Background: an optimization exercise with open tools, aiming at small area, a short achievable clock period and few clock cycles. Do not read the settings as production practice. Only the layout flow was run in this run; the RTL was not checked for function there.

==> design/flow/design.v <==
module gr_hue (
    input  wire [7:0] h,
    output wire [2:0] sx,
    output reg  [7:0] ca,
    output reg  [7:0] cb
);
    wire [4:0] l = h[4:0];
    wire [7:0] t_t;
    assign t_t[0] = (l == 5'd2) | (l == 5'd3) | (l == 5'd5) | (l == 5'd6) | (l == 5'd8) | (l == 5'd9) | (l == 5'd11) | (l == 5'd12) | (l == 5'd14) | (l == 5'd15) | (l == 5'd17) | (l == 5'd18) | (l == 5'd20) | (l == 5'd21) | (l == 5'd23) | (l == 5'd24) | (l == 5'd26) | (l == 5'd27) | (l == 5'd29) | (l == 5'd30);
    assign t_t[1] = (l == 5'd1) | (l == 5'd3) | (l == 5'd4) | (l == 5'd6) | (l == 5'd7) | (l == 5'd9) | (l == 5'd10) | (l == 5'd12) | (l == 5'd13) | (l == 5'd15) | (l == 5'd16) | (l == 5'd18) | (l == 5'd19) | (l == 5'd21) | (l == 5'd22) | (l == 5'd24) | (l == 5'd25) | (l == 5'd27) | (l == 5'd28) | (l == 5'd30) | (l == 5'd31);
    assign t_t[2] = (l == 5'd2) | (l == 5'd3) | (l == 5'd5) | (l == 5'd6) | (l == 5'd8) | (l == 5'd9) | (l == 5'd11) | (l == 5'd12) | (l == 5'd14) | (l == 5'd15) | (l == 5'd17) | (l == 5'd18) | (l == 5'd20) | (l == 5'd21) | (l == 5'd23) | (l == 5'd24) | (l == 5'd26) | (l == 5'd27) | (l == 5'd29) | (l == 5'd30);
    assign t_t[3] = (l == 5'd4) | (l == 5'd5) | (l == 5'd6) | (l == 5'd10) | (l == 5'd11) | (l == 5'd12) | (l == 5'd16) | (l == 5'd17) | (l == 5'd18) | (l == 5'd22) | (l == 5'd23) | (l == 5'd24) | (l == 5'd28) | (l == 5'd29) | (l == 5'd30);
    assign t_t[4] = (l == 5'd7) | (l == 5'd8) | (l == 5'd9) | (l == 5'd10) | (l == 5'd11) | (l == 5'd12) | (l == 5'd19) | (l == 5'd20) | (l == 5'd21) | (l == 5'd22) | (l == 5'd23) | (l == 5'd24) | (l == 5'd31);
    assign t_t[5] = (l == 5'd13) | (l == 5'd14) | (l == 5'd15) | (l == 5'd16) | (l == 5'd17) | (l == 5'd18) | (l == 5'd19) | (l == 5'd20) | (l == 5'd21) | (l == 5'd22) | (l == 5'd23) | (l == 5'd24);
    assign t_t[6] = (l == 5'd25) | (l == 5'd26) | (l == 5'd27) | (l == 5'd28) | (l == 5'd29) | (l == 5'd30) | (l == 5'd31);
    assign t_t[7] = 1'b0;
    wire [7:0] t_171w;
    assign t_171w[0] = (l == 5'd0) | (l == 5'd2) | (l == 5'd5) | (l == 5'd8) | (l == 5'd11) | (l == 5'd14) | (l == 5'd17) | (l == 5'd19) | (l == 5'd20) | (l == 5'd22) | (l == 5'd23) | (l == 5'd25) | (l == 5'd26) | (l == 5'd28) | (l == 5'd29) | (l == 5'd31);
    assign t_171w[1] = (l == 5'd0) | (l == 5'd1) | (l == 5'd4) | (l == 5'd7) | (l == 5'd10) | (l == 5'd13) | (l == 5'd16) | (l == 5'd19) | (l == 5'd22) | (l == 5'd25) | (l == 5'd28) | (l == 5'd31);
    assign t_171w[2] = (l == 5'd1) | (l == 5'd3) | (l == 5'd4) | (l == 5'd6) | (l == 5'd7) | (l == 5'd9) | (l == 5'd10) | (l == 5'd12) | (l == 5'd13) | (l == 5'd15) | (l == 5'd16) | (l == 5'd18) | (l == 5'd19) | (l == 5'd21) | (l == 5'd22) | (l == 5'd24) | (l == 5'd25) | (l == 5'd27) | (l == 5'd28) | (l == 5'd30) | (l == 5'd31);
    assign t_171w[3] = (l == 5'd0) | (l == 5'd3) | (l == 5'd6) | (l == 5'd9) | (l == 5'd12) | (l == 5'd15) | (l == 5'd18) | (l == 5'd21) | (l == 5'd24) | (l == 5'd27) | (l == 5'd30);
    assign t_171w[4] = (l == 5'd3) | (l == 5'd4) | (l == 5'd5) | (l == 5'd9) | (l == 5'd10) | (l == 5'd11) | (l == 5'd15) | (l == 5'd16) | (l == 5'd17) | (l == 5'd21) | (l == 5'd22) | (l == 5'd23) | (l == 5'd27) | (l == 5'd28) | (l == 5'd29);
    assign t_171w[5] = (l == 5'd0) | (l == 5'd1) | (l == 5'd2) | (l == 5'd9) | (l == 5'd10) | (l == 5'd11) | (l == 5'd12) | (l == 5'd13) | (l == 5'd14) | (l == 5'd21) | (l == 5'd22) | (l == 5'd23) | (l == 5'd24) | (l == 5'd25) | (l == 5'd26);
    assign t_171w[6] = (l == 5'd9) | (l == 5'd10) | (l == 5'd11) | (l == 5'd12) | (l == 5'd13) | (l == 5'd14) | (l == 5'd15) | (l == 5'd16) | (l == 5'd17) | (l == 5'd18) | (l == 5'd19) | (l == 5'd20);
    assign t_171w[7] = (l == 5'd0) | (l == 5'd1) | (l == 5'd2) | (l == 5'd3) | (l == 5'd4) | (l == 5'd5) | (l == 5'd6) | (l == 5'd7) | (l == 5'd8);
    wire [7:0] t_85t;
    assign t_85t[0] = (l == 5'd0) | (l == 5'd1) | (l == 5'd4) | (l == 5'd7) | (l == 5'd10) | (l == 5'd13) | (l == 5'd16) | (l == 5'd19) | (l == 5'd22) | (l == 5'd25) | (l == 5'd28) | (l == 5'd31);
    assign t_85t[1] = (l == 5'd1) | (l == 5'd2) | (l == 5'd4) | (l == 5'd5) | (l == 5'd7) | (l == 5'd8) | (l == 5'd10) | (l == 5'd11) | (l == 5'd13) | (l == 5'd14) | (l == 5'd16) | (l == 5'd17) | (l == 5'd19) | (l == 5'd20) | (l == 5'd22) | (l == 5'd23) | (l == 5'd25) | (l == 5'd26) | (l == 5'd28) | (l == 5'd29) | (l == 5'd31);
    assign t_85t[2] = (l == 5'd0) | (l == 5'd1) | (l == 5'd3) | (l == 5'd4) | (l == 5'd6) | (l == 5'd7) | (l == 5'd9) | (l == 5'd10) | (l == 5'd12) | (l == 5'd13) | (l == 5'd15) | (l == 5'd16) | (l == 5'd18) | (l == 5'd19) | (l == 5'd21) | (l == 5'd22) | (l == 5'd24) | (l == 5'd25) | (l == 5'd27) | (l == 5'd28) | (l == 5'd30) | (l == 5'd31);
    assign t_85t[3] = (l == 5'd2) | (l == 5'd3) | (l == 5'd4) | (l == 5'd8) | (l == 5'd9) | (l == 5'd10) | (l == 5'd14) | (l == 5'd15) | (l == 5'd16) | (l == 5'd20) | (l == 5'd21) | (l == 5'd22) | (l == 5'd26) | (l == 5'd27) | (l == 5'd28);
    assign t_85t[4] = (l == 5'd0) | (l == 5'd1) | (l == 5'd2) | (l == 5'd3) | (l == 5'd4) | (l == 5'd11) | (l == 5'd12) | (l == 5'd13) | (l == 5'd14) | (l == 5'd15) | (l == 5'd16) | (l == 5'd23) | (l == 5'd24) | (l == 5'd25) | (l == 5'd26) | (l == 5'd27) | (l == 5'd28);
    assign t_85t[5] = (l == 5'd5) | (l == 5'd6) | (l == 5'd7) | (l == 5'd8) | (l == 5'd9) | (l == 5'd10) | (l == 5'd11) | (l == 5'd12) | (l == 5'd13) | (l == 5'd14) | (l == 5'd15) | (l == 5'd16) | (l == 5'd29) | (l == 5'd30) | (l == 5'd31);
    assign t_85t[6] = (l == 5'd0) | (l == 5'd1) | (l == 5'd2) | (l == 5'd3) | (l == 5'd4) | (l == 5'd5) | (l == 5'd6) | (l == 5'd7) | (l == 5'd8) | (l == 5'd9) | (l == 5'd10) | (l == 5'd11) | (l == 5'd12) | (l == 5'd13) | (l == 5'd14) | (l == 5'd15) | (l == 5'd16);
    assign t_85t[7] = (l == 5'd17) | (l == 5'd18) | (l == 5'd19) | (l == 5'd20) | (l == 5'd21) | (l == 5'd22) | (l == 5'd23) | (l == 5'd24) | (l == 5'd25) | (l == 5'd26) | (l == 5'd27) | (l == 5'd28) | (l == 5'd29) | (l == 5'd30) | (l == 5'd31);
    wire [7:0] t_170t;
    assign t_170t[0] = (l == 5'd2) | (l == 5'd3) | (l == 5'd5) | (l == 5'd6) | (l == 5'd8) | (l == 5'd9) | (l == 5'd11) | (l == 5'd12) | (l == 5'd14) | (l == 5'd15) | (l == 5'd17) | (l == 5'd18) | (l == 5'd20) | (l == 5'd21) | (l == 5'd23) | (l == 5'd24) | (l == 5'd26) | (l == 5'd27) | (l == 5'd29) | (l == 5'd30);
    assign t_170t[1] = (l == 5'd0) | (l == 5'd2) | (l == 5'd5) | (l == 5'd8) | (l == 5'd11) | (l == 5'd14) | (l == 5'd17) | (l == 5'd20) | (l == 5'd23) | (l == 5'd26) | (l == 5'd29);
    assign t_170t[2] = (l == 5'd1) | (l == 5'd2) | (l == 5'd4) | (l == 5'd5) | (l == 5'd7) | (l == 5'd8) | (l == 5'd10) | (l == 5'd11) | (l == 5'd13) | (l == 5'd14) | (l == 5'd16) | (l == 5'd17) | (l == 5'd19) | (l == 5'd20) | (l == 5'd22) | (l == 5'd23) | (l == 5'd25) | (l == 5'd26) | (l == 5'd28) | (l == 5'd29) | (l == 5'd31);
    assign t_170t[3] = (l == 5'd0) | (l == 5'd1) | (l == 5'd2) | (l == 5'd6) | (l == 5'd7) | (l == 5'd8) | (l == 5'd12) | (l == 5'd13) | (l == 5'd14) | (l == 5'd18) | (l == 5'd19) | (l == 5'd20) | (l == 5'd24) | (l == 5'd25) | (l == 5'd26) | (l == 5'd30) | (l == 5'd31);
    assign t_170t[4] = (l == 5'd3) | (l == 5'd4) | (l == 5'd5) | (l == 5'd6) | (l == 5'd7) | (l == 5'd8) | (l == 5'd15) | (l == 5'd16) | (l == 5'd17) | (l == 5'd18) | (l == 5'd19) | (l == 5'd20) | (l == 5'd27) | (l == 5'd28) | (l == 5'd29) | (l == 5'd30) | (l == 5'd31);
    assign t_170t[5] = (l == 5'd0) | (l == 5'd1) | (l == 5'd2) | (l == 5'd3) | (l == 5'd4) | (l == 5'd5) | (l == 5'd6) | (l == 5'd7) | (l == 5'd8) | (l == 5'd21) | (l == 5'd22) | (l == 5'd23) | (l == 5'd24) | (l == 5'd25) | (l == 5'd26) | (l == 5'd27) | (l == 5'd28) | (l == 5'd29) | (l == 5'd30) | (l == 5'd31);
    assign t_170t[6] = (l == 5'd9) | (l == 5'd10) | (l == 5'd11) | (l == 5'd12) | (l == 5'd13) | (l == 5'd14) | (l == 5'd15) | (l == 5'd16) | (l == 5'd17) | (l == 5'd18) | (l == 5'd19) | (l == 5'd20) | (l == 5'd21) | (l == 5'd22) | (l == 5'd23) | (l == 5'd24) | (l == 5'd25) | (l == 5'd26) | (l == 5'd27) | (l == 5'd28) | (l == 5'd29) | (l == 5'd30) | (l == 5'd31);
    assign t_170t[7] = (l == 5'd0) | (l == 5'd1) | (l == 5'd2) | (l == 5'd3) | (l == 5'd4) | (l == 5'd5) | (l == 5'd6) | (l == 5'd7) | (l == 5'd8) | (l == 5'd9) | (l == 5'd10) | (l == 5'd11) | (l == 5'd12) | (l == 5'd13) | (l == 5'd14) | (l == 5'd15) | (l == 5'd16) | (l == 5'd17) | (l == 5'd18) | (l == 5'd19) | (l == 5'd20) | (l == 5'd21) | (l == 5'd22) | (l == 5'd23) | (l == 5'd24) | (l == 5'd25) | (l == 5'd26) | (l == 5'd27) | (l == 5'd28) | (l == 5'd29) | (l == 5'd30) | (l == 5'd31);
    wire [7:0] t_85w;
    assign t_85w[0] = (l == 5'd0) | (l == 5'd2) | (l == 5'd5) | (l == 5'd8) | (l == 5'd11) | (l == 5'd14) | (l == 5'd17) | (l == 5'd19) | (l == 5'd20) | (l == 5'd22) | (l == 5'd23) | (l == 5'd25) | (l == 5'd26) | (l == 5'd28) | (l == 5'd29) | (l == 5'd31);
    assign t_85w[1] = (l == 5'd1) | (l == 5'd2) | (l == 5'd4) | (l == 5'd5) | (l == 5'd7) | (l == 5'd8) | (l == 5'd10) | (l == 5'd11) | (l == 5'd13) | (l == 5'd14) | (l == 5'd16) | (l == 5'd17) | (l == 5'd20) | (l == 5'd23) | (l == 5'd26) | (l == 5'd29);
    assign t_85w[2] = (l == 5'd0) | (l == 5'd2) | (l == 5'd3) | (l == 5'd5) | (l == 5'd6) | (l == 5'd8) | (l == 5'd9) | (l == 5'd11) | (l == 5'd12) | (l == 5'd14) | (l == 5'd15) | (l == 5'd17) | (l == 5'd18) | (l == 5'd20) | (l == 5'd21) | (l == 5'd23) | (l == 5'd24) | (l == 5'd26) | (l == 5'd27) | (l == 5'd29) | (l == 5'd30);
    assign t_85w[3] = (l == 5'd1) | (l == 5'd2) | (l == 5'd4) | (l == 5'd5) | (l == 5'd7) | (l == 5'd8) | (l == 5'd10) | (l == 5'd11) | (l == 5'd13) | (l == 5'd14) | (l == 5'd16) | (l == 5'd17) | (l == 5'd19) | (l == 5'd20) | (l == 5'd22) | (l == 5'd23) | (l == 5'd25) | (l == 5'd26) | (l == 5'd28) | (l == 5'd29) | (l == 5'd31);
    assign t_85w[4] = (l == 5'd0) | (l == 5'd1) | (l == 5'd2) | (l == 5'd6) | (l == 5'd7) | (l == 5'd8) | (l == 5'd12) | (l == 5'd13) | (l == 5'd14) | (l == 5'd18) | (l == 5'd19) | (l == 5'd20) | (l == 5'd24) | (l == 5'd25) | (l == 5'd26) | (l == 5'd30) | (l == 5'd31);
    assign t_85w[5] = (l == 5'd3) | (l == 5'd4) | (l == 5'd5) | (l == 5'd6) | (l == 5'd7) | (l == 5'd8) | (l == 5'd15) | (l == 5'd16) | (l == 5'd17) | (l == 5'd18) | (l == 5'd19) | (l == 5'd20) | (l == 5'd27) | (l == 5'd28) | (l == 5'd29) | (l == 5'd30) | (l == 5'd31);
    assign t_85w[6] = (l == 5'd0) | (l == 5'd1) | (l == 5'd2) | (l == 5'd3) | (l == 5'd4) | (l == 5'd5) | (l == 5'd6) | (l == 5'd7) | (l == 5'd8) | (l == 5'd21) | (l == 5'd22) | (l == 5'd23) | (l == 5'd24) | (l == 5'd25) | (l == 5'd26) | (l == 5'd27) | (l == 5'd28) | (l == 5'd29) | (l == 5'd30) | (l == 5'd31);
    assign t_85w[7] = (l == 5'd9) | (l == 5'd10) | (l == 5'd11) | (l == 5'd12) | (l == 5'd13) | (l == 5'd14) | (l == 5'd15) | (l == 5'd16) | (l == 5'd17) | (l == 5'd18) | (l == 5'd19) | (l == 5'd20) | (l == 5'd21) | (l == 5'd22) | (l == 5'd23) | (l == 5'd24) | (l == 5'd25) | (l == 5'd26) | (l == 5'd27) | (l == 5'd28) | (l == 5'd29) | (l == 5'd30) | (l == 5'd31);
    wire [7:0] t_171t;
    assign t_171t[0] = (l == 5'd0) | (l == 5'd1) | (l == 5'd4) | (l == 5'd7) | (l == 5'd10) | (l == 5'd13) | (l == 5'd16) | (l == 5'd19) | (l == 5'd22) | (l == 5'd25) | (l == 5'd28) | (l == 5'd31);
    assign t_171t[1] = (l == 5'd0) | (l == 5'd2) | (l == 5'd5) | (l == 5'd8) | (l == 5'd11) | (l == 5'd14) | (l == 5'd17) | (l == 5'd20) | (l == 5'd23) | (l == 5'd26) | (l == 5'd29);
    assign t_171t[2] = (l == 5'd2) | (l == 5'd3) | (l == 5'd5) | (l == 5'd6) | (l == 5'd8) | (l == 5'd9) | (l == 5'd11) | (l == 5'd12) | (l == 5'd14) | (l == 5'd15) | (l == 5'd17) | (l == 5'd18) | (l == 5'd20) | (l == 5'd21) | (l == 5'd23) | (l == 5'd24) | (l == 5'd26) | (l == 5'd27) | (l == 5'd29) | (l == 5'd30);
    assign t_171t[3] = (l == 5'd0) | (l == 5'd1) | (l == 5'd5) | (l == 5'd6) | (l == 5'd7) | (l == 5'd11) | (l == 5'd12) | (l == 5'd13) | (l == 5'd17) | (l == 5'd18) | (l == 5'd19) | (l == 5'd23) | (l == 5'd24) | (l == 5'd25) | (l == 5'd29) | (l == 5'd30) | (l == 5'd31);
    assign t_171t[4] = (l == 5'd5) | (l == 5'd6) | (l == 5'd7) | (l == 5'd8) | (l == 5'd9) | (l == 5'd10) | (l == 5'd17) | (l == 5'd18) | (l == 5'd19) | (l == 5'd20) | (l == 5'd21) | (l == 5'd22) | (l == 5'd29) | (l == 5'd30) | (l == 5'd31);
    assign t_171t[5] = (l == 5'd0) | (l == 5'd1) | (l == 5'd2) | (l == 5'd3) | (l == 5'd4) | (l == 5'd17) | (l == 5'd18) | (l == 5'd19) | (l == 5'd20) | (l == 5'd21) | (l == 5'd22) | (l == 5'd23) | (l == 5'd24) | (l == 5'd25) | (l == 5'd26) | (l == 5'd27) | (l == 5'd28);
    assign t_171t[6] = (l == 5'd17) | (l == 5'd18) | (l == 5'd19) | (l == 5'd20) | (l == 5'd21) | (l == 5'd22) | (l == 5'd23) | (l == 5'd24) | (l == 5'd25) | (l == 5'd26) | (l == 5'd27) | (l == 5'd28) | (l == 5'd29) | (l == 5'd30) | (l == 5'd31);
    assign t_171t[7] = (l == 5'd0) | (l == 5'd1) | (l == 5'd2) | (l == 5'd3) | (l == 5'd4) | (l == 5'd5) | (l == 5'd6) | (l == 5'd7) | (l == 5'd8) | (l == 5'd9) | (l == 5'd10) | (l == 5'd11) | (l == 5'd12) | (l == 5'd13) | (l == 5'd14) | (l == 5'd15) | (l == 5'd16);
    wire [7:0] t_85mt;
    assign t_85mt[0] = (l == 5'd0) | (l == 5'd1) | (l == 5'd4) | (l == 5'd7) | (l == 5'd10) | (l == 5'd13) | (l == 5'd16) | (l == 5'd19) | (l == 5'd22) | (l == 5'd25) | (l == 5'd28) | (l == 5'd31);
    assign t_85mt[1] = (l == 5'd1) | (l == 5'd3) | (l == 5'd4) | (l == 5'd6) | (l == 5'd7) | (l == 5'd9) | (l == 5'd10) | (l == 5'd12) | (l == 5'd13) | (l == 5'd15) | (l == 5'd16) | (l == 5'd18) | (l == 5'd19) | (l == 5'd21) | (l == 5'd22) | (l == 5'd24) | (l == 5'd25) | (l == 5'd27) | (l == 5'd28) | (l == 5'd30) | (l == 5'd31);
    assign t_85mt[2] = (l == 5'd0) | (l == 5'd3) | (l == 5'd6) | (l == 5'd9) | (l == 5'd12) | (l == 5'd15) | (l == 5'd18) | (l == 5'd21) | (l == 5'd24) | (l == 5'd27) | (l == 5'd30);
    assign t_85mt[3] = (l == 5'd3) | (l == 5'd4) | (l == 5'd5) | (l == 5'd9) | (l == 5'd10) | (l == 5'd11) | (l == 5'd15) | (l == 5'd16) | (l == 5'd17) | (l == 5'd21) | (l == 5'd22) | (l == 5'd23) | (l == 5'd27) | (l == 5'd28) | (l == 5'd29);
    assign t_85mt[4] = (l == 5'd0) | (l == 5'd1) | (l == 5'd2) | (l == 5'd9) | (l == 5'd10) | (l == 5'd11) | (l == 5'd12) | (l == 5'd13) | (l == 5'd14) | (l == 5'd21) | (l == 5'd22) | (l == 5'd23) | (l == 5'd24) | (l == 5'd25) | (l == 5'd26);
    assign t_85mt[5] = (l == 5'd9) | (l == 5'd10) | (l == 5'd11) | (l == 5'd12) | (l == 5'd13) | (l == 5'd14) | (l == 5'd15) | (l == 5'd16) | (l == 5'd17) | (l == 5'd18) | (l == 5'd19) | (l == 5'd20);
    assign t_85mt[6] = (l == 5'd0) | (l == 5'd1) | (l == 5'd2) | (l == 5'd3) | (l == 5'd4) | (l == 5'd5) | (l == 5'd6) | (l == 5'd7) | (l == 5'd8);
    assign t_85mt[7] = 1'b0;
    assign sx = h[7:5];
    always @(*) begin
        case (h[7:5])
            3'd0: begin ca = ~t_t;    cb = t_t;    end    
            3'd1: begin ca = 8'd171;  cb = t_85t;  end    
            3'd2: begin ca = t_171w;  cb = t_170t; end    
            3'd3: begin ca = ~t_t;    cb = t_t;    end    
            3'd4: begin ca = t_171w;  cb = t_85w;  end    
            3'd5: begin ca = t_t;     cb = ~t_t;   end    
            3'd6: begin ca = t_85t;   cb = t_171t; end    
            default: begin ca = t_170t; cb = t_85mt; end  
        endcase
    end
endmodule
module gr_sat_chan (
    input  wire [7:0] c,
    input  wire [7:0] s,
    input  wire [7:0] z1,
    input  wire       s_hi,     
    output wire [7:0] y
);
    wire [7:0] hy;
    gr_mul8h u_mul (.c(c), .m(s), .r(z1), .y(hy));
    assign y = s_hi ? c : hy;
endmodule
module gr_val_chan (
    input  wire [7:0] c,
    input  wire [7:0] v,
    input  wire       v_lo,     
    input  wire       v_hi,     
    output wire [7:0] y
);
    wire [7:0] hy;
    gr_mul8h u_mul (.c(c), .m(v), .r({7'd0, !v_lo}), .y(hy));
    assign y = v_hi ? c : hy;
endmodule
module gr_mul8h (
    input  wire [7:0] c,
    input  wire [7:0] m,
    input  wire [7:0] r,
    output wire [7:0] y
);
    wire pp1 = c[0] & m[0];
    wire pp2 = c[1] & m[0];
    wire pp3 = c[2] & m[0];
    wire pp4 = c[3] & m[0];
    wire pp5 = c[4] & m[0];
    wire pp6 = c[5] & m[0];
    wire pp7 = c[6] & m[0];
    wire pp8 = c[7] & m[0];
    wire pp9 = c[0] & m[1];
    wire pp10 = c[1] & m[1];
    wire pp11 = c[2] & m[1];
    wire pp12 = c[3] & m[1];
    wire pp13 = c[4] & m[1];
    wire pp14 = c[5] & m[1];
    wire pp15 = c[6] & m[1];
    wire pp16 = c[7] & m[1];
    wire pp17 = c[0] & m[2];
    wire pp18 = c[1] & m[2];
    wire pp19 = c[2] & m[2];
    wire pp20 = c[3] & m[2];
    wire pp21 = c[4] & m[2];
    wire pp22 = c[5] & m[2];
    wire pp23 = c[6] & m[2];
    wire pp24 = c[7] & m[2];
    wire pp25 = c[0] & m[3];
    wire pp26 = c[1] & m[3];
    wire pp27 = c[2] & m[3];
    wire pp28 = c[3] & m[3];
    wire pp29 = c[4] & m[3];
    wire pp30 = c[5] & m[3];
    wire pp31 = c[6] & m[3];
    wire pp32 = c[7] & m[3];
    wire pp33 = c[0] & m[4];
    wire pp34 = c[1] & m[4];
    wire pp35 = c[2] & m[4];
    wire pp36 = c[3] & m[4];
    wire pp37 = c[4] & m[4];
    wire pp38 = c[5] & m[4];
    wire pp39 = c[6] & m[4];
    wire pp40 = c[7] & m[4];
    wire pp41 = c[0] & m[5];
    wire pp42 = c[1] & m[5];
    wire pp43 = c[2] & m[5];
    wire pp44 = c[3] & m[5];
    wire pp45 = c[4] & m[5];
    wire pp46 = c[5] & m[5];
    wire pp47 = c[6] & m[5];
    wire pp48 = c[7] & m[5];
    wire pp49 = c[0] & m[6];
    wire pp50 = c[1] & m[6];
    wire pp51 = c[2] & m[6];
    wire pp52 = c[3] & m[6];
    wire pp53 = c[4] & m[6];
    wire pp54 = c[5] & m[6];
    wire pp55 = c[6] & m[6];
    wire pp56 = c[7] & m[6];
    wire pp57 = c[0] & m[7];
    wire pp58 = c[1] & m[7];
    wire pp59 = c[2] & m[7];
    wire pp60 = c[3] & m[7];
    wire pp61 = c[4] & m[7];
    wire pp62 = c[5] & m[7];
    wire pp63 = c[6] & m[7];
    wire pp64 = c[7] & m[7];
    wire s65 = pp7 ^ pp14;
    wire k66 = pp7 & pp14;
    wire s67 = pp8 ^ pp15 ^ pp22;
    wire k68 = (pp8 & pp15) | (pp22 & (pp8 ^ pp15));
    wire s69 = pp29 ^ pp36;
    wire k70 = pp29 & pp36;
    wire s71 = pp16 ^ pp23 ^ pp30;
    wire k72 = (pp16 & pp23) | (pp30 & (pp16 ^ pp23));
    wire s73 = pp37 ^ pp44 ^ pp51;
    wire k74 = (pp37 & pp44) | (pp51 & (pp37 ^ pp44));
    wire s75 = pp24 ^ pp31 ^ pp38;
    wire k76 = (pp24 & pp31) | (pp38 & (pp24 ^ pp31));
    wire s77 = pp45 ^ pp52;
    wire k78 = pp45 & pp52;
    wire s79 = pp32 ^ pp39 ^ pp46;
    wire k80 = (pp32 & pp39) | (pp46 & (pp32 ^ pp39));
    wire s81 = pp5 ^ pp12;
    wire k82 = pp5 & pp12;
    wire s83 = pp6 ^ pp13 ^ pp20;
    wire k84 = (pp6 & pp13) | (pp20 & (pp6 ^ pp13));
    wire s85 = pp27 ^ pp34;
    wire k86 = pp27 & pp34;
    wire s87 = pp21 ^ pp28 ^ pp35;
    wire k88 = (pp21 & pp28) | (pp35 & (pp21 ^ pp28));
    wire s89 = pp42 ^ pp49 ^ s65;
    wire k90 = (pp42 & pp49) | (s65 & (pp42 ^ pp49));
    wire s91 = pp43 ^ pp50 ^ pp57;
    wire k92 = (pp43 & pp50) | (pp57 & (pp43 ^ pp50));
    wire s93 = k66 ^ s67 ^ s69;
    wire k94 = (k66 & s67) | (s69 & (k66 ^ s67));
    wire s95 = pp58 ^ r[0] ^ k68;
    wire k96 = (pp58 & r[0]) | (k68 & (pp58 ^ r[0]));
    wire s97 = k70 ^ s71 ^ s73;
    wire k98 = (k70 & s71) | (s73 & (k70 ^ s71));
    wire s99 = pp59 ^ r[1] ^ k72;
    wire k100 = (pp59 & r[1]) | (k72 & (pp59 ^ r[1]));
    wire s101 = k74 ^ s75 ^ s77;
    wire k102 = (k74 & s75) | (s77 & (k74 ^ s75));
    wire s103 = pp53 ^ pp60 ^ r[2];
    wire k104 = (pp53 & pp60) | (r[2] & (pp53 ^ pp60));
    wire s105 = k76 ^ k78 ^ s79;
    wire k106 = (k76 & k78) | (s79 & (k76 ^ k78));
    wire s107 = pp40 ^ pp47 ^ pp54;
    wire k108 = (pp40 & pp47) | (pp54 & (pp40 ^ pp47));
    wire s109 = pp61 ^ r[3] ^ k80;
    wire k110 = (pp61 & r[3]) | (k80 & (pp61 ^ r[3]));
    wire s111 = pp48 ^ pp55 ^ pp62;
    wire k112 = (pp48 & pp55) | (pp62 & (pp48 ^ pp55));
    wire s113 = pp4 ^ pp11;
    wire k114 = pp4 & pp11;
    wire s115 = pp19 ^ pp26 ^ pp33;
    wire k116 = (pp19 & pp26) | (pp33 & (pp19 ^ pp26));
    wire s117 = pp41 ^ k82 ^ s83;
    wire k118 = (pp41 & k82) | (s83 & (pp41 ^ k82));
    wire s119 = k84 ^ k86 ^ s87;
    wire k120 = (k84 & k86) | (s87 & (k84 ^ k86));
    wire s121 = k88 ^ k90 ^ s91;
    wire k122 = (k88 & k90) | (s91 & (k88 ^ k90));
    wire s123 = k92 ^ k94 ^ s95;
    wire k124 = (k92 & k94) | (s95 & (k92 ^ k94));
    wire s125 = k96 ^ k98 ^ s99;
    wire k126 = (k96 & k98) | (s99 & (k96 ^ k98));
    wire s127 = k100 ^ k102 ^ s103;
    wire k128 = (k100 & k102) | (s103 & (k100 ^ k102));
    wire s129 = k104 ^ k106 ^ s107;
    wire k130 = (k104 & k106) | (s107 & (k104 ^ k106));
    wire s131 = r[4] ^ k108 ^ k110;
    wire k132 = (r[4] & k108) | (k110 & (r[4] ^ k108));
    wire s133 = pp56 ^ pp63 ^ r[5];
    wire k134 = (pp56 & pp63) | (r[5] & (pp56 ^ pp63));
    wire s135 = pp3 ^ pp10;
    wire k136 = pp3 & pp10;
    wire s137 = pp18 ^ pp25 ^ s113;
    wire k138 = (pp18 & pp25) | (s113 & (pp18 ^ pp25));
    wire s139 = s81 ^ k114 ^ s115;
    wire k140 = (s81 & k114) | (s115 & (s81 ^ k114));
    wire s141 = s85 ^ k116 ^ s117;
    wire k142 = (s85 & k116) | (s117 & (s85 ^ k116));
    wire s143 = s89 ^ k118 ^ s119;
    wire k144 = (s89 & k118) | (s119 & (s89 ^ k118));
    wire s145 = s93 ^ k120 ^ s121;
    wire k146 = (s93 & k120) | (s121 & (s93 ^ k120));
    wire s147 = s97 ^ k122 ^ s123;
    wire k148 = (s97 & k122) | (s123 & (s97 ^ k122));
    wire s149 = s101 ^ k124 ^ s125;
    wire k150 = (s101 & k124) | (s125 & (s101 ^ k124));
    wire s151 = s105 ^ k126 ^ s127;
    wire k152 = (s105 & k126) | (s127 & (s105 ^ k126));
    wire s153 = s109 ^ k128 ^ s129;
    wire k154 = (s109 & k128) | (s129 & (s109 ^ k128));
    wire s155 = s111 ^ k130 ^ s131;
    wire k156 = (s111 & k130) | (s131 & (s111 ^ k130));
    wire s157 = k112 ^ k132 ^ s133;
    wire k158 = (k112 & k132) | (s133 & (k112 ^ k132));
    wire s159 = pp64 ^ r[6] ^ k134;
    wire k160 = (pp64 & r[6]) | (k134 & (pp64 ^ r[6]));
    wire [15:0] fa = {r[7], k158, k156, k154, k152, k150, k148, k146, k144, k142, k140, k138, k136, pp17, pp2, pp1};
    wire [15:0] fb = {k160, s159, s157, s155, s153, s151, s149, s147, s145, s143, s141, s139, s137, s135, pp9, 1'b0};
    wire [15:0] g0 = fa & fb;
    wire [15:0] p0 = fa ^ fb;
    wire G161 = g0[1] | (p0[1] & g0[0]);
    wire P162 = p0[1] & p0[0];
    wire G163 = g0[3] | (p0[3] & g0[2]);
    wire P164 = p0[3] & p0[2];
    wire G165 = g0[5] | (p0[5] & g0[4]);
    wire P166 = p0[5] & p0[4];
    wire G167 = g0[7] | (p0[7] & g0[6]);
    wire P168 = p0[7] & p0[6];
    wire G169 = g0[9] | (p0[9] & g0[8]);
    wire P170 = p0[9] & p0[8];
    wire G171 = g0[11] | (p0[11] & g0[10]);
    wire P172 = p0[11] & p0[10];
    wire G173 = g0[13] | (p0[13] & g0[12]);
    wire P174 = p0[13] & p0[12];
    wire G175 = g0[15] | (p0[15] & g0[14]);
    wire P176 = p0[15] & p0[14];
    wire G177 = g0[2] | (p0[2] & G161);
    wire P178 = p0[2] & P162;
    wire G179 = G163 | (P164 & G161);
    wire P180 = P164 & P162;
    wire G181 = g0[6] | (p0[6] & G165);
    wire P182 = p0[6] & P166;
    wire G183 = G167 | (P168 & G165);
    wire P184 = P168 & P166;
    wire G185 = g0[10] | (p0[10] & G169);
    wire P186 = p0[10] & P170;
    wire G187 = G171 | (P172 & G169);
    wire P188 = P172 & P170;
    wire G189 = g0[14] | (p0[14] & G173);
    wire P190 = p0[14] & P174;
    wire G191 = G175 | (P176 & G173);
    wire P192 = P176 & P174;
    wire G193 = g0[4] | (p0[4] & G179);
    wire P194 = p0[4] & P180;
    wire G195 = G165 | (P166 & G179);
    wire P196 = P166 & P180;
    wire G197 = G181 | (P182 & G179);
    wire P198 = P182 & P180;
    wire G199 = G183 | (P184 & G179);
    wire P200 = P184 & P180;
    wire G201 = g0[12] | (p0[12] & G187);
    wire P202 = p0[12] & P188;
    wire G203 = G173 | (P174 & G187);
    wire P204 = P174 & P188;
    wire G205 = G189 | (P190 & G187);
    wire P206 = P190 & P188;
    wire G207 = G191 | (P192 & G187);
    wire P208 = P192 & P188;
    wire G209 = g0[8] | (p0[8] & G199);
    wire P210 = p0[8] & P200;
    wire G211 = G169 | (P170 & G199);
    wire P212 = P170 & P200;
    wire G213 = G185 | (P186 & G199);
    wire P214 = P186 & P200;
    wire G215 = G187 | (P188 & G199);
    wire P216 = P188 & P200;
    wire G217 = G201 | (P202 & G199);
    wire P218 = P202 & P200;
    wire G219 = G203 | (P204 & G199);
    wire P220 = P204 & P200;
    wire G221 = G205 | (P206 & G199);
    wire P222 = P206 & P200;
    wire G223 = G207 | (P208 & G199);
    wire P224 = P208 & P200;
    assign y = {p0[15] ^ G221, p0[14] ^ G219, p0[13] ^ G217, p0[12] ^ G215, p0[11] ^ G213, p0[10] ^ G211, p0[9] ^ G209, p0[8] ^ G199};
endmodule
module go_rainbow (
    input  wire        clk,
    input  wire        rst,            
    input  wire        step_valid,
    output wire        step_ready,
    input  wire [31:0] now,
    input  wire [7:0]  sat,
    input  wire [7:0]  val,
    output wire        pincfg_valid,
    output wire        pincfg_pin,     
    input  wire        pin_ack_valid,
    input  wire        pin_ack_ok,
    output wire        hb_en,          
    output wire        hb_level,
    output wire        idle_yield,
    output wire        px_valid,
    output wire [31:0] px_data,
    input  wire        px_ready,
    output reg  [1:0]  fault           
);
    reg        rdy;         
    reg        started;     
    reg        cfg_v;       
    reg        cfg_pin;
    reg        p1, p2;      
    reg        pxv;         
    reg  [3:0] cnt;         
    reg        acc_q, dh_q, db_q, df_q, oh_q, of_q;
    reg        hb_en_r, hb_r;
    wire       ev_hue = acc_q && dh_q;
    wire       ev_hb  = acc_q && db_q;
    assign idle_yield   = acc_q && !dh_q && !db_q && !df_q;
    assign hb_en        = hb_en_r || ev_hb;
    assign hb_level     = hb_r ^ ev_hb;
    assign step_ready   = rdy;
    assign pincfg_valid = cfg_v;
    assign pincfg_pin   = cfg_pin;
    assign px_valid     = pxv;
    wire acc      = step_valid && step_ready;
    wire acc_it   = acc && started;
    wire ack_fire = cfg_v && pin_ack_valid;
    wire px_fire  = pxv && px_ready;
    reg  [31:0] nq;
    reg  [8:0]  t0lo;
    reg  [4:0]  k5_hue, k5_fr;    
    reg  [7:0]  hue_offset;
    wire [3:0] wlt = {now[31:24] < nq[31:24], now[23:16] < nq[23:16],
                      now[15:8]  < nq[15:8],  now[7:0]   < nq[7:0]};
    wire [3:1] weq = {now[31:24] == nq[31:24], now[23:16] == nq[23:16],
                      now[15:8]  == nq[15:8]};
    reg  [3:0] wlt_q;
    reg  [3:1] weq_q;
    wire w_q = wlt_q[3] | (weq_q[3] & (wlt_q[2] | (weq_q[2] & (wlt_q[1] | (weq_q[1] & wlt_q[0])))));
    function [4:0] add5(input [4:0] a, input [4:0] b);
        integer i, j;
        begin
            add5 = 5'd0;
            for (i = 0; i < 5; i = i + 1)
                for (j = 0; j < 5; j = j + 1)
                    if ((i + j) % 5 == 0) add5[0] = add5[0] | (a[i] & b[j]);
                    else if ((i + j) % 5 == 1) add5[1] = add5[1] | (a[i] & b[j]);
                    else if ((i + j) % 5 == 2) add5[2] = add5[2] | (a[i] & b[j]);
                    else if ((i + j) % 5 == 3) add5[3] = add5[3] | (a[i] & b[j]);
                    else add5[4] = add5[4] | (a[i] & b[j]);
        end
    endfunction
    wire [5:0] m5s0 = nq[3:0] + nq[7:4] + nq[11:8] + nq[15:12];
    wire [4:0] m5h0;
    assign m5h0[0] = (m5s0 == 6'd0) | (m5s0 == 6'd5) | (m5s0 == 6'd10) | (m5s0 == 6'd15) | (m5s0 == 6'd20) | (m5s0 == 6'd25) | (m5s0 == 6'd30) | (m5s0 == 6'd35) | (m5s0 == 6'd40) | (m5s0 == 6'd45) | (m5s0 == 6'd50) | (m5s0 == 6'd55) | (m5s0 == 6'd60);
    assign m5h0[1] = (m5s0 == 6'd1) | (m5s0 == 6'd6) | (m5s0 == 6'd11) | (m5s0 == 6'd16) | (m5s0 == 6'd21) | (m5s0 == 6'd26) | (m5s0 == 6'd31) | (m5s0 == 6'd36) | (m5s0 == 6'd41) | (m5s0 == 6'd46) | (m5s0 == 6'd51) | (m5s0 == 6'd56);
    assign m5h0[2] = (m5s0 == 6'd2) | (m5s0 == 6'd7) | (m5s0 == 6'd12) | (m5s0 == 6'd17) | (m5s0 == 6'd22) | (m5s0 == 6'd27) | (m5s0 == 6'd32) | (m5s0 == 6'd37) | (m5s0 == 6'd42) | (m5s0 == 6'd47) | (m5s0 == 6'd52) | (m5s0 == 6'd57);
    assign m5h0[3] = (m5s0 == 6'd3) | (m5s0 == 6'd8) | (m5s0 == 6'd13) | (m5s0 == 6'd18) | (m5s0 == 6'd23) | (m5s0 == 6'd28) | (m5s0 == 6'd33) | (m5s0 == 6'd38) | (m5s0 == 6'd43) | (m5s0 == 6'd48) | (m5s0 == 6'd53) | (m5s0 == 6'd58);
    assign m5h0[4] = (m5s0 == 6'd4) | (m5s0 == 6'd9) | (m5s0 == 6'd14) | (m5s0 == 6'd19) | (m5s0 == 6'd24) | (m5s0 == 6'd29) | (m5s0 == 6'd34) | (m5s0 == 6'd39) | (m5s0 == 6'd44) | (m5s0 == 6'd49) | (m5s0 == 6'd54) | (m5s0 == 6'd59);
    wire [5:0] m5s1 = nq[19:16] + nq[23:20] + nq[27:24] + nq[31:28];
    wire [4:0] m5h1;
    assign m5h1[0] = (m5s1 == 6'd0) | (m5s1 == 6'd5) | (m5s1 == 6'd10) | (m5s1 == 6'd15) | (m5s1 == 6'd20) | (m5s1 == 6'd25) | (m5s1 == 6'd30) | (m5s1 == 6'd35) | (m5s1 == 6'd40) | (m5s1 == 6'd45) | (m5s1 == 6'd50) | (m5s1 == 6'd55) | (m5s1 == 6'd60);
    assign m5h1[1] = (m5s1 == 6'd1) | (m5s1 == 6'd6) | (m5s1 == 6'd11) | (m5s1 == 6'd16) | (m5s1 == 6'd21) | (m5s1 == 6'd26) | (m5s1 == 6'd31) | (m5s1 == 6'd36) | (m5s1 == 6'd41) | (m5s1 == 6'd46) | (m5s1 == 6'd51) | (m5s1 == 6'd56);
    assign m5h1[2] = (m5s1 == 6'd2) | (m5s1 == 6'd7) | (m5s1 == 6'd12) | (m5s1 == 6'd17) | (m5s1 == 6'd22) | (m5s1 == 6'd27) | (m5s1 == 6'd32) | (m5s1 == 6'd37) | (m5s1 == 6'd42) | (m5s1 == 6'd47) | (m5s1 == 6'd52) | (m5s1 == 6'd57);
    assign m5h1[3] = (m5s1 == 6'd3) | (m5s1 == 6'd8) | (m5s1 == 6'd13) | (m5s1 == 6'd18) | (m5s1 == 6'd23) | (m5s1 == 6'd28) | (m5s1 == 6'd33) | (m5s1 == 6'd38) | (m5s1 == 6'd43) | (m5s1 == 6'd48) | (m5s1 == 6'd53) | (m5s1 == 6'd58);
    assign m5h1[4] = (m5s1 == 6'd4) | (m5s1 == 6'd9) | (m5s1 == 6'd14) | (m5s1 == 6'd19) | (m5s1 == 6'd24) | (m5s1 == 6'd29) | (m5s1 == 6'd34) | (m5s1 == 6'd39) | (m5s1 == 6'd44) | (m5s1 == 6'd49) | (m5s1 == 6'd54) | (m5s1 == 6'd59);
    wire [4:0] m5 = add5(m5h0, m5h1);
    wire [4:0] m5n = {m5[1], m5[2], m5[3], m5[4], m5[0]};
    wire [8:0] d_hb = nq[8:0] - t0lo;
    wire [2:0] r8   = d_hb[2:0];
    wire [4:0] k5h_eff = acc_q ? upd5(k5_hue, w_q, oh_q) : k5_hue;
    wire [4:0] k5f_eff = acc_q ? upd5(k5_fr,  w_q, of_q) : k5_fr;
    wire [4:0] r5h  = add5(m5, k5h_eff);
    wire [4:0] r5f  = add5(m5, k5f_eff);
    wire [5:0] d_hue;
    wire [4:0] d_fr;
    assign d_hue =
        ({6{r5h[0]}} & ((r8 == 3'd0) ? 6'd0 : (r8 == 3'd1) ? 6'd25 : (r8 == 3'd2) ? 6'd10 : (r8 == 3'd3) ? 6'd35 : (r8 == 3'd4) ? 6'd20 : (r8 == 3'd5) ? 6'd5 : (r8 == 3'd6) ? 6'd30 : (r8 == 3'd7) ? 6'd15 : 6'd0))
      | ({6{r5h[1]}} & ((r8 == 3'd0) ? 6'd16 : (r8 == 3'd1) ? 6'd1 : (r8 == 3'd2) ? 6'd26 : (r8 == 3'd3) ? 6'd11 : (r8 == 3'd4) ? 6'd36 : (r8 == 3'd5) ? 6'd21 : (r8 == 3'd6) ? 6'd6 : (r8 == 3'd7) ? 6'd31 : 6'd0))
      | ({6{r5h[2]}} & ((r8 == 3'd0) ? 6'd32 : (r8 == 3'd1) ? 6'd17 : (r8 == 3'd2) ? 6'd2 : (r8 == 3'd3) ? 6'd27 : (r8 == 3'd4) ? 6'd12 : (r8 == 3'd5) ? 6'd37 : (r8 == 3'd6) ? 6'd22 : (r8 == 3'd7) ? 6'd7 : 6'd0))
      | ({6{r5h[3]}} & ((r8 == 3'd0) ? 6'd8 : (r8 == 3'd1) ? 6'd33 : (r8 == 3'd2) ? 6'd18 : (r8 == 3'd3) ? 6'd3 : (r8 == 3'd4) ? 6'd28 : (r8 == 3'd5) ? 6'd13 : (r8 == 3'd6) ? 6'd38 : (r8 == 3'd7) ? 6'd23 : 6'd0))
      | ({6{r5h[4]}} & ((r8 == 3'd0) ? 6'd24 : (r8 == 3'd1) ? 6'd9 : (r8 == 3'd2) ? 6'd34 : (r8 == 3'd3) ? 6'd19 : (r8 == 3'd4) ? 6'd4 : (r8 == 3'd5) ? 6'd29 : (r8 == 3'd6) ? 6'd14 : (r8 == 3'd7) ? 6'd39 : 6'd0));
    assign d_fr =
        ({5{r5f[0]}} & ((r8[1:0] == 2'd0) ? 5'd0 : (r8[1:0] == 2'd1) ? 5'd5 : (r8[1:0] == 2'd2) ? 5'd10 : (r8[1:0] == 2'd3) ? 5'd15 : 5'd0))
      | ({5{r5f[1]}} & ((r8[1:0] == 2'd0) ? 5'd16 : (r8[1:0] == 2'd1) ? 5'd1 : (r8[1:0] == 2'd2) ? 5'd6 : (r8[1:0] == 2'd3) ? 5'd11 : 5'd0))
      | ({5{r5f[2]}} & ((r8[1:0] == 2'd0) ? 5'd12 : (r8[1:0] == 2'd1) ? 5'd17 : (r8[1:0] == 2'd2) ? 5'd2 : (r8[1:0] == 2'd3) ? 5'd7 : 5'd0))
      | ({5{r5f[3]}} & ((r8[1:0] == 2'd0) ? 5'd8 : (r8[1:0] == 2'd1) ? 5'd13 : (r8[1:0] == 2'd2) ? 5'd18 : (r8[1:0] == 2'd3) ? 5'd3 : 5'd0))
      | ({5{r5f[4]}} & ((r8[1:0] == 2'd0) ? 5'd4 : (r8[1:0] == 2'd1) ? 5'd9 : (r8[1:0] == 2'd2) ? 5'd14 : (r8[1:0] == 2'd3) ? 5'd19 : 5'd0));
    wire [31:0] x = now;
    wire [31:0] y = ~nq;
    wire [31:0] p = x ^ y;
    wire [31:0] g = x & y;
    wire [31:0] t = x | y;
    wire [31:1] eqz = ~(p[31:1] ^ t[30:0]);
    wire [31:1] eqo =  (p[31:1] ^ g[30:0]);
    wire [9:0] lo9 = {1'b0, now[8:0]} + {1'b0, ~nq[8:0]} + 10'd1;
    wire [6:0] lo6 = {1'b0, now[5:0]} + {1'b0, ~nq[5:0]} + 7'd1;
    wire [5:0] lo5 = {1'b0, now[4:0]} + {1'b0, ~nq[4:0]} + 6'd1;
    wire z9 = (&eqz[31:10]) & (p[9] == lo9[9]);
    wire o9 = (&eqo[31:10]) & (p[9] != lo9[9]);
    wire z6 = (&eqz[31:7])  & (p[6] == lo6[6]);
    wire o6 = (&eqo[31:7])  & (p[6] != lo6[6]);
    wire z5 = (&eqz[31:6])  & (p[5] == lo5[5]);
    wire o5 = (&eqo[31:6])  & (p[5] != lo5[5]);
    wire [9:0] s_hb  = {1'b0, lo9[8:0]} + {1'b0, d_hb};
    wire [6:0] s_hue = {1'b0, lo6[5:0]} + {1'b0, d_hue};
    wire [5:0] s_fr  = {1'b0, lo5[4:0]} + {1'b0, d_fr};
    wire ovf_hue = o6 & s_hue[6];
    wire ovf_fr  = o5 & s_fr[5];
    wire due_hb  = !((z9 & !s_hb[9]) | (o9 & s_hb[9]));
    wire due_hue = !((z6 & !s_hue[6] & (s_hue[5:0] < 6'd40)) | ovf_hue);
    wire due_fr  = !((z5 & !s_fr[5]  & (s_fr[4:0]  < 5'd20)) | ovf_fr);
    function [4:0] upd5(input [4:0] k, input up, input dn);
        begin
            if (up && !dn)      upd5 = {k[3:0], k[4]};
            else if (dn && !up) upd5 = {k[0], k[4:1]};
            else                upd5 = k;
        end
    endfunction
    wire [7:0] hue_cur  = hue_offset + {7'd0, ev_hue};
    wire [7:0] hue_inc  = hue_cur + 8'd1;
    wire [7:0] hue_next = due_hue ? hue_inc : hue_cur;
    reg  [7:0]  hcur;                  
    reg  [7:0]  sat_q, val_q;
    reg  [7:0]  z1;                    
    reg  [2:0]  b_sx;                  
    reg  [7:0]  b_ca, b_cb;            
    reg  [7:0]  zc;                    
    reg  [7:0]  r_q, g_q, b_q;
    assign px_data = {r_q, g_q, b_q, 8'hFF};
    wire [2:0] h_sx;
    wire [7:0] h_ca, h_cb;
    gr_hue u_hue (.h(hcur), .sx(h_sx), .ca(h_ca), .cb(h_cb));
    wire s_hi = (sat_q == 8'd255);
    wire v_lo = (val_q == 8'd0);
    wire v_hi = (val_q == 8'd255);
    wire [7:0] sa, sb;
    gr_sat_chan u_sat_a (.c(h_ca), .s(sat_q), .z1(z1), .s_hi(s_hi), .y(sa));
    gr_sat_chan u_sat_b (.c(h_cb), .s(sat_q), .z1(z1), .s_hi(s_hi), .y(sb));
    wire [7:0] va, vb;
    gr_val_chan u_val_a (.c(p1 ? z1 : b_ca), .v(val_q), .v_lo(v_lo), .v_hi(v_hi), .y(va));
    gr_val_chan u_val_b (.c(b_cb), .v(val_q), .v_lo(v_lo), .v_hi(v_hi), .y(vb));
    wire adv = p1 || p2 || px_fire;
    always @(posedge clk) begin
        if (rst) begin
            rdy        <= 1'b1;
            started    <= 1'b0;
            cfg_v      <= 1'b0;
            cfg_pin    <= 1'b0;
            p1         <= 1'b0;
            p2         <= 1'b0;
            pxv        <= 1'b0;
            fault      <= 2'd0;
            acc_q      <= 1'b0;
            hb_en_r    <= 1'b0;
            hb_r       <= 1'b0;
            hue_offset <= 8'd0;
        end else begin
            acc_q      <= acc_it;
            p1         <= acc_it && due_fr;
            p2         <= p1;
            hb_en_r    <= hb_en;
            hb_r       <= hb_level;
            hue_offset <= hue_cur;
            if (acc_it && due_fr)
                rdy <= 1'b0;
            if (acc && !started) begin
                started <= 1'b1;
                rdy     <= 1'b0;
                cfg_v   <= 1'b1;
                cfg_pin <= 1'b0;
            end
            if (ack_fire) begin
                if (!pin_ack_ok) begin
                    cfg_v   <= 1'b0;
                    cfg_pin <= 1'b0;
                    fault   <= 2'd2;
                end else if (!cfg_pin) begin
                    cfg_pin <= 1'b1;
                end else begin
                    cfg_v   <= 1'b0;
                    cfg_pin <= 1'b0;
                    rdy     <= 1'b1;
                end
            end
            if (p2)
                pxv <= 1'b1;
            if (px_fire && cnt == 4'd9) begin
                pxv <= 1'b0;
                rdy <= 1'b1;
            end
        end
    end
    always @(posedge clk) begin
        dh_q <= due_hue;
        db_q <= due_hb;
        df_q <= due_fr;
        wlt_q <= wlt;
        weq_q <= weq;
        oh_q <= ovf_hue;
        of_q <= ovf_fr;
    end
    always @(posedge clk) begin
        if (acc) begin
            nq <= now;
            if (!started)
                t0lo <= now[8:0];
        end
        if (cfg_v) begin
            k5_hue <= m5n;
            k5_fr  <= m5n;
        end else begin
            k5_hue <= k5h_eff;
            k5_fr  <= k5f_eff;
        end
        if (step_ready) begin
            sat_q <= sat;
            val_q <= val;
            z1    <= (sat == 8'd0) ? 8'd255 : ((sat == 8'd255) ? 8'd0 : ~sat + 8'd1);
            hcur  <= hue_next;
        end
        if (p1)
            zc <= va;
        if (adv) begin
            hcur <= hcur + 8'd25;
            b_sx <= h_sx;
            b_ca <= sa;
            b_cb <= sb;
            cnt  <= p2 ? 4'd0 : cnt + 4'd1;
        end
        if (p2 || px_fire) begin
            case (b_sx)
                3'd0, 3'd1, 3'd2: begin r_q <= va; g_q <= vb; b_q <= zc; end
                3'd3, 3'd4:       begin r_q <= zc; g_q <= va; b_q <= vb; end
                default:          begin r_q <= va; g_q <= zc; b_q <= vb; end
            endcase
        end
    end
endmodule
==> design/flow/run.sh <==
#!/bin/bash
# synth_recipe.tcl (not shown) runs the flow's synth.tcl, then flattens the netlist and writes it again
# the make line also repeats each setting of config.mk as NAME=value (left out here)
make -C /OpenROAD-flow-scripts/flow DESIGN_CONFIG=/design/flow/config.mk WORK_HOME=/design/flow/orfs CLKGATE_MAP_FILE= SYNTH_SCRIPT=/design/flow/synth_recipe.tcl finish
==> design/flow/config.mk <==
export PLATFORM = sky130hd
export DESIGN_NAME = go_rainbow
export DESIGN_NICKNAME = go_rainbow
export VERILOG_FILES = /design/flow/design.v
export SDC_FILE = /design/flow/constraint.sdc
export NUM_CORES = 4
export LEC_CHECK = 0
export ABC_AREA = 1
export CAP_MARGIN = 20
export CORE_MARGIN = 2
export CORE_UTILIZATION = 40
export SLEW_MARGIN = 20
==> design/flow/constraint.sdc <==
create_clock -name core_clock -period 24.0 [get_ports {clk}]
set_input_delay 4.8000 -clock core_clock [delete_from_list [all_inputs] [get_ports {clk}]]
set_output_delay 4.8000 -clock core_clock [all_outputs]
set_load 0.01 [all_outputs]
==> notes.md <==
## metrics by stage
step / hold slack [ns] / worst slack, ns / util [%]
3_3_place_gp: 0.4494 / 15.65 / 43.28
6_report: 0.4610 / 16.04 / 44.48
5_1_grt: 0.4897 / 15.81 / 44.48
2_1_floorplan: 0.4359 / 16.42 / -
3_5_place_dp: 0.4525 / 15.58 / 43.28
4_1_cts: 0.4648 / 16.06 / 44.47
## path summary, 6_finish.rpt
kind,startpoint,end,slack (ns)
setup / recovery,now[2],hcur[2]$_DFFE_PP_,16.04
hold / removal,hb_en_r$_SDFF_PP0_,hb_en_r$_SDFF_PP0_,0.46
setup reg to reg,hcur[4]$_DFFE_PP_,b_ca[0]$_DFFE_PN_,16.84
hold reg to reg,hb_en_r$_SDFF_PP0_,hb_en_r$_SDFF_PP0_,0.46
## per-layer routing
metal | GRT usage, % | vias up | part of all wire (%)
li1 | - | 9791 | -
met1 | 29.69 | 9172 | 47
met2 | 35.87 | 502 | 47
met3 | 2.651 | 71 | 5.0
met4 | 5.076 | 0 | 1.5
met5 | 0 | - | 0
## worst max-delay path: cells and delay by family
family / cells / cell delay [ns]
compound gates: 4 / 0.79
buf+inv: 3 / 0.62
fa+ha+maj: 2 / 0.72
simple gates: 11 / 1.25
## logic make-up (layout without fill, tap and decap cells)
family / count (synthesis) / after routing / share of synthesized area [%]
muxes: 1 / 1 / 0.04509
AOI/OAI and AO/OA: 294 / 294 / 7.677
other: 2 / 9 / 0.03383
and+or+nand+nor: 1449 / 1449 / 28.42
adders and majority gates: 389 / 389 / 28.32
buffers and inverters: 721 / 788 / 12.44
xor gates and xnor gates: 52 / 52 / 2.052
DFF: 169 / 169 / 21.01
## layout make-up
class / count / area share [%]
Inverter: 664 / 10.19
Sequential cell: 169 / 19.07
Clock buffer: 17 / 1.739
Tap cell: 748 / 3.827
Multi-Input combinational cell: 2194 / 60.53
Clock inverter: 15 / 0.9414
Timing Repair Buffer: 92 / 3.694
## layout by cell type, fill, tap and decap left out, drive strengths merged, types with 50 or more instances in the layout
cell type and count:
ha 200, nand3 178, inv 662, edfxtp 128
o21ai 130, nand4 50, a21oi 83, nor2 375
nand2 714, clkdlybuf4s50 85, fa 189
==> impl_metrics.ini <==
[outcome]
run_status = timing/DRC/antenna clean

[final_layout]
diodes = 0
fillCellCount = 5728
post_layout_nonfiller_instances = 3899
multi_input_area_sq_um = 14800
layout_top_registers = nq (32), t0lo (9)
largest_register_ff_count = 32
final-seq-area_sq_um = 4664
layout.nets = 3581
final_design_area_no_fill_sq_um = 24460
layout-drive-gt1-share_pct = 4.411
areaGrowthSynthToFinish_pct = 10.17
largest-register = nq

[yosys]
ys_top_cells_by_area = edfxtp_1, fa_1, nand2_1
synth_cell_type_count = 63
synth_top_area_share_pct = 17.31
syn_area_sq_um = 22200
yosysWarningCount = 2
synth-seq-area-share_pct = 21.01
cell_types_with_the_highest_counts_after_synthesis = nand2_1, inv_1, nor2_1
synth-seq-cells = 169
synth_flop_cell = edfxtp_1
synth_area_per_cell_sq_um = 7.214
synth_edf_count = 128
synthesis.instances = 3077
yosysMostFrequentCell = nand2_1
postSynth.asyncResetShare_pct = 0
synth_top_cell_by_area = edfxtp_1

[setup_path]
crit_chain = clkdlybuf4s50_1 > ha_1 > inv_1 > o31ai_1 > a21o_1 > a21oi_1 > or2_2 > nand2_1 > inv_1 > ha_1 > nand2_1 > nor2_1 > a211oi_1 > nand2_2 > nor2_2 > nand2_4 > nand3_1 > nand2_1 > nand2_1 > nand2_1
cp.required_ns = 24.23
timing.critical_path.mode_cell = nand2_1
timing_worst_setup_path_type = in2reg
worstPathMaxFanout = 7
worst_setup_path_end_kind = flop
r2r_cells = 27
timing.critical_path.from_type = input port
timing.critical_path.slowest_cell_delay_ns = 0.46
crit_slowest_cell = clkdlybuf4s50_1
critPathArrivalTime_ns = 8.20

[global_routing]
globalRouteTotalUtil_pct = 21.52
number_of_antenna_violations_at_the_first_check_in_global_routing = 0
grt_start_max_net_pins = 34
grt_overflow_total = 0
grt_first_pass_wirelength_mm = 97.99
vias_in_the_first_global_route = 18820

[floorplan]
chipWidth_um = 239.6
floorplan.core_area_sq_um = 54990
floorplan.io_pins = 95
die-height_um = 239.6
design.die.area_sq_um = 57400
floorplan.initialDensity_pct = 40.37
fp-row-count = 86

[detailed_routing]
drtIter0Drc = 1510
remaining_drc_errors = 0
vias = 19540
drt_pass1_iterations = 6
route.final.wire_length_mm = 59.85
antenna_left = 0
wl_per_cell_um = 15.35
via_per_inst = 5.011

[clocking]
cts_tree = built
cts_sinks = 169
cts-hold-fix-buffers = 0
cts_post_setup_buffers_inserted = 0
htree_num_levels = 4
path_clk_slew_ns = 0.07
clock_insertion_delay_worst_skew_ns = 0.49
cts.root.buffer_cell = clkbuf_16
ctsResizeCount = 0
cts_inserted_buffers = 17
clock_tree.buffer_depth = 2

[place]
placed_cells = 3867
port-buffer-count = 85
dp.final_hpwl_mm = 48.95
place_congestion = 0.9345
placed_area_sq_um = 23800

[timing]
finalCriticalPeriod_ns = 7.963
slew_headroom_pct = 36.78
final-max-slew-violation-count = 0
clock_skew_ns = 0.01919
worst-slew-pin-transition_ns = 0.9455
fmaxAchievable_ghz = 0.1256
finalSetupViolCount = 0
period_share_pct = 33.18
rsz0062_at_grt = false
timing.setup.tns_ns = 0
finalHoldViolations = 0

[hold_path]
whs_path_cells = 2
hold_class = reg2reg

[job]
cap_viol_max_count = 0

## static timing again, ports no longer ideal
No port has a modelled driver above. Below, the same layout with a new extraction and two added sets of constraints. Step 1 assumes that a clkbuf_16 drives the clock port and a buf_2 every other input. Step 2 also shifts input and output timing later by t, the mid clock arrival at the registers, as if the neighbouring blocks saw the same clock. Three values: ideal ports, drivers, drivers and shift; two values: the first two.
t, ns: 0.531
setup WS [ns]: 16.037 / 16.069 / 15.538
pins driven straight from the clock port: 1
After both steps setup and hold are still met in this run. For this run, drivers alone change the setup slack by +0.032 ns; drivers and shift together by -0.499 ns.
